From an optimization exercise on the open Yosys and OpenROAD flow, aimed at small area, a short achievable clock period and few clock cycles per item; shortcuts taken in it are not production practice.
In this exercise RTL edits were held to simulation tests only and were not proved equivalent to the original.
Power figures rest on the tool's default switching activity, not on a simulated workload.

==> umber: inputs <==
==> flow/design.v <==
module glyph_decoder (
    input  wire         clk,
    input  wire         rst,
    input  wire         dict_wr,
    input  wire [5:0]   dict_idx,
    input  wire         dict_present,
    input  wire [31:0]  dict_word,
    input  wire         len_wr,
    input  wire [16:0]  dict_len,
    input  wire         in_valid,
    output wire         in_ready,
    input  wire [127:0] in_pix,
    output wire         out_valid,
    input  wire         out_ready,
    output wire [127:0] out_instr,
    output wire [31:0]  out_glyph
);
    localparam         DEPTH    = 64;
    localparam [31:0]  NOP_WORD = 32'h0000_0013;
    localparam [1:0]   S_IDLE = 2'd0,
                       S_DEC  = 2'd1,
                       S_OUT  = 2'd2;
    reg [31:0] dict_mem  [0:DEPTH-1];
    reg        dict_pres [0:DEPTH-1];
    reg [16:0] len_q;
    always @(posedge clk) begin
        if (dict_wr) begin
            dict_mem[dict_idx]  <= dict_word;
            dict_pres[dict_idx] <= dict_present;
        end
    end
    always @(posedge clk) begin
        if (rst)
            len_q <= 17'd0;
        else if (len_wr)
            len_q <= dict_len;
    end
    reg [1:0]   state;
    reg [1:0]   lane;
    reg [127:0] pix_q;
    reg [127:0] instr_q;
    reg [31:0]  glyph_q;
    assign in_ready  = (state == S_IDLE);
    assign out_valid = (state == S_OUT);
    assign out_instr = instr_q;
    assign out_glyph = glyph_q;
    wire [31:0] cur_pix   = pix_q[lane*32 +: 32];
    wire [7:0]  cur_r     = cur_pix[7:0];
    wire [15:0] cur_tok   = cur_pix[23:8];
    wire [7:0]  cur_a     = cur_pix[31:24];
    wire        tok_in_dict = (cur_tok < DEPTH);
    wire [5:0]  tok_idx     = cur_tok[5:0];
    wire        tok_in_len  = ({1'b0, cur_tok} < len_q);
    wire        executable  = (cur_a == 8'hFF);
    wire [31:0] cur_instr = (executable && tok_in_len && tok_in_dict && dict_pres[tok_idx])
                            ? dict_mem[tok_idx] : NOP_WORD;
    always @(posedge clk) begin
        if (rst) begin
            state <= S_IDLE;
            lane  <= 2'd0;
        end else begin
            case (state)
                S_IDLE: begin
                    if (in_valid) begin
                        pix_q <= in_pix;
                        lane  <= 2'd0;
                        state <= S_DEC;
                    end
                end
                S_DEC: begin
                    instr_q[lane*32 +: 32] <= cur_instr;
                    glyph_q[lane*8 +: 8]   <= cur_r;
                    lane <= lane + 2'd1;
                    if (lane == 2'd3)
                        state <= S_OUT;
                end
                S_OUT: begin
                    if (out_ready)
                        state <= S_IDLE;
                end
                default: state <= S_IDLE;
            endcase
        end
    end
endmodule
==> flow/run.sh <==
#!/bin/bash
# synth_recipe.tcl (not shown) runs the flow's synth.tcl, then flattens the netlist and writes it again
# the make line also repeats each setting of config.mk as NAME=value (left out here)
make -C /OpenROAD-flow-scripts/flow DESIGN_CONFIG=/design/flow/config.mk WORK_HOME=/design/flow/orfs CLKGATE_MAP_FILE= SYNTH_SCRIPT=/design/flow/synth_recipe.tcl finish
==> flow/config.mk <==
export PLATFORM = sky130hd
export DESIGN_NAME = glyph_decoder
export DESIGN_NICKNAME = glyph_decoder
export VERILOG_FILES = /design/flow/design.v
export SDC_FILE = /design/flow/constraint.sdc
export NUM_CORES = 4
export LEC_CHECK = 0
export CAP_MARGIN = 20
export CORE_MARGIN = 6
export CORE_UTILIZATION = 35
export SLEW_MARGIN = 20
==> flow/constraint.sdc <==
create_clock -name core_clock -period 10.0 [get_ports {clk}]
set_input_delay 2.0000 -clock core_clock [delete_from_list [all_inputs] [get_ports {clk}]]
set_output_delay 2.0000 -clock core_clock [all_outputs]
set_load 0.01 [all_outputs]
==> sierra: changes against umber <==
==> flow/design.v (replaced) <==
module glyph_decoder (
    input  wire         clk,
    input  wire         rst,
    input  wire         dict_wr,
    input  wire [5:0]   dict_idx,
    input  wire         dict_present,
    input  wire [31:0]  dict_word,
    input  wire         len_wr,
    input  wire [16:0]  dict_len,
    input  wire         in_valid,
    output wire         in_ready,
    input  wire [127:0] in_pix,
    output wire         out_valid,
    input  wire         out_ready,
    output wire [127:0] out_instr,
    output wire [31:0]  out_glyph
);
    localparam         DEPTH    = 64;
    localparam [31:0]  NOP_WORD = 32'h0000_0013;
    reg [31:0] dict_mem [0:DEPTH-1];
    reg [6:0]  len_q;                        
    always @(posedge clk) begin
        if (dict_wr)
            dict_mem[dict_idx] <= dict_present ? dict_word : NOP_WORD;
    end
    always @(posedge clk) begin
        if (rst)
            len_q <= 7'd0;
        else if (len_wr)
            len_q <= (dict_len[16:6] != 11'd0) ? 7'd64 : {1'b0, dict_len[5:0]};
    end
    localparam PW = 15;                      
    reg [4*PW-1:0] in_dec;
    integer k;
    always @(*) begin
        for (k = 0; k < 4; k = k + 1)
            in_dec[k*PW +: PW] = {in_pix[k*32 +: 8],
                                  (in_pix[k*32+24 +: 8] == 8'hFF) && (in_pix[k*32+14 +: 10] == 10'd0),
                                  in_pix[k*32+8 +: 6]};
    end
    reg            sk_v, s1_v, o_v;
    reg [4*PW-1:0] sk_q, s1_q;
    reg [127:0]    instr_q;
    reg [31:0]     glyph_q;
    assign in_ready  = !sk_v;
    assign out_valid = o_v;
    assign out_instr = instr_q;
    assign out_glyph = glyph_q;
    wire take_in = in_valid && !sk_v;
    wire o_move  = !o_v || out_ready;        
    wire s1_move = !s1_v || o_move;          
    always @(posedge clk) begin
        if (rst) begin
            sk_v <= 1'b0;
            s1_v <= 1'b0;
            o_v  <= 1'b0;
        end else begin
            if (o_move)
                o_v <= s1_v;
            if (s1_move)
                s1_v <= sk_v || take_in;
            if (s1_move)
                sk_v <= 1'b0;
            else if (take_in)
                sk_v <= 1'b1;
        end
    end
    always @(posedge clk) begin
        if (s1_move)
            s1_q <= sk_v ? sk_q : in_dec;
        if (!s1_move && take_in)
            sk_q <= in_dec;
    end
    reg [127:0] look;
    reg [31:0]  glyph_d;
    integer j;
    always @(*) begin
        for (j = 0; j < 4; j = j + 1) begin
            look[j*32 +: 32] = (s1_q[j*PW+6] && ({1'b0, s1_q[j*PW +: 6]} < len_q))
                               ? dict_mem[s1_q[j*PW +: 6]] : NOP_WORD;
            glyph_d[j*8 +: 8] = s1_q[j*PW+7 +: 8];
        end
    end
    wire [127:0] instr_d;
    wire [31:0]  glyph_dd;
    genvar b;
    generate
        for (b = 0; b < 128; b = b + 1) begin : oi
            gd_mux2 u (.s(o_move), .a(instr_q[b]), .b(look[b]), .y(instr_d[b]));
        end
        for (b = 0; b < 32; b = b + 1) begin : og
            gd_mux2 u (.s(o_move), .a(glyph_q[b]), .b(glyph_d[b]), .y(glyph_dd[b]));
        end
    endgenerate
    always @(posedge clk) begin
        instr_q <= instr_d;
        glyph_q <= glyph_dd;
    end
endmodule
module gd_mux2 (input wire s, a, b, output wire y);
    assign y = s ? b : a;
endmodule
==> flow/flow/run.sh (new file) <==
#!/bin/bash
# Layout flow: the standard layout (standard.sh, unchanged synthesis and
# steps) with two changes in how the layout is made:
#  - repair_timing is asked to reach a setup margin beyond the 10 ns clock,
#    so that the achieved period shrinks.  The SDC (clock period, I/O
#    delays, loads) is the standard flow's own and is not touched.
#  - clock tree synthesis inserts no dummy loads (cells that only balance
#    the tree and add area); the clock still reaches every register through
#    the standard flow's clock buffers.
set -euo pipefail
export SETUP_SLACK_MARGIN=${GD_SETUP_MARGIN:-6.5}
export CTS_ARGS="-sink_clustering_enable -repair_clock_nets -dont_use_dummy_load -sink_clustering_size 20 -sink_clustering_max_diameter 60"
bash standard.sh > standard.log 2>&1
==> flow/standard.sh (new file) <==
#!/bin/bash
# synth_recipe.tcl (not shown) runs the flow's synth.tcl, then flattens the netlist and writes it again
# the make line also repeats each setting of config.mk as NAME=value (left out here)
make -C /OpenROAD-flow-scripts/flow DESIGN_CONFIG=/design/flow/config.mk WORK_HOME=/design/flow/orfs CLKGATE_MAP_FILE= SYNTH_SCRIPT=/design/flow/synth_recipe.tcl "${@:-finish}"
Settings changed: CTS_CLUSTER_DIAMETER from default to 60, CTS_CLUSTER_SIZE from default to 20, SYNTH_HIERARCHICAL from default to 1, SYNTH_MINIMUM_KEEP_SIZE from default to 0.
removed: flow/run.sh
==> qor summary <==
item	umber	sierra
Number of combinational gates with multiple inputs	3228	4637
Largest clock skew in the final design	45.1 ps	146 ps
Starting DRC count in detailed routing	7391	18900
Peak fanout along the critical path	61	36
Routed length per placed instance	30.1 µm	49.7 µm
Number of setup buffers added after CTS	0	98
Part of the Yosys area used for sequential elements	0.758	0.493
Sequential fraction of design power	0.515	0.494
Run status	no timing/DRC/antenna violations	no timing/DRC/antenna violations
Reg2Reg Setup Slack	3700 ps	6270 ps
Insertion delay to the later sink of the worst-skew pair	910 ps	1010 ps
Transition time at the pin with the least slew margin	1320 ps	1250 ps
Layout net count	6640	8295
Drt via density	5.72	7.55
Maximum clock frequency	0.159 GHz	0.268 GHz
Inserted Diodes	6	106
Area share of the leading cell type in the synthesized netlist	0.753	0.465
Critical R2R Capture	instr_q[118]	instr_q[81]
Pin count of the biggest net entering global routing	178	95
Arr. time, crit path	6930 ps	4580 ps
Number of instances in the synthesized netlist	6092	7761
Clock transition at the registers of the reported paths	60 ps	80 ps
CP Data Required Time	10620 ps	10840 ps
Post-CTS sizing	0	1194
Number of inverters outside the clock class in the layout	26	28
Crit path time final	6300 ps	3730 ps
Capture endpoint of the worst hold path	len_q[6]	glyph_q[18]
Testbench counts of umber, summed over its fixed seeds: cycles 12,288, beats 2,048.
Testbench counts of sierra, summed over its fixed seeds: cycles 2,064, beats 2,048.

==> afterwards: timing with drivers on the ports <==
No port has a modelled driver above. Below, the same layouts with a new extraction and two added sets of constraints. Step 1 (the two cells are an assumption about what drives the block):
set clk [get_ports {clk}]
set_driving_cell -lib_cell sky130_fd_sc_hd__clkbuf_16 $clk
set_driving_cell -lib_cell sky130_fd_sc_hd__buf_2 [delete_from_list [all_inputs] $clk]
Step 2 moves the port delays by t, midway between the first and last clock arrival at a register: inputs arrive t later, outputs are due t later. That takes back most of the time a late clock gives input paths. Three values: ideal ports, drivers, drivers and shift; two values: the first two.
run	t, ns	setup WS [ns]	worst setup path after step 2	clock arrival spread, ns	pins driven straight from the clock port
umber	0.978	3.696 / 3.696 / 3.696	register to register	0.053 / 0.053	1
sierra	1.050	6.266 / 6.263 / 5.398	input to register	0.157 / 0.158	1
After both steps setup and hold are still met in every run listed. The setup slack of sierra, which loses most, moves by -0.003 ns with the drivers and by -0.868 ns with both steps.
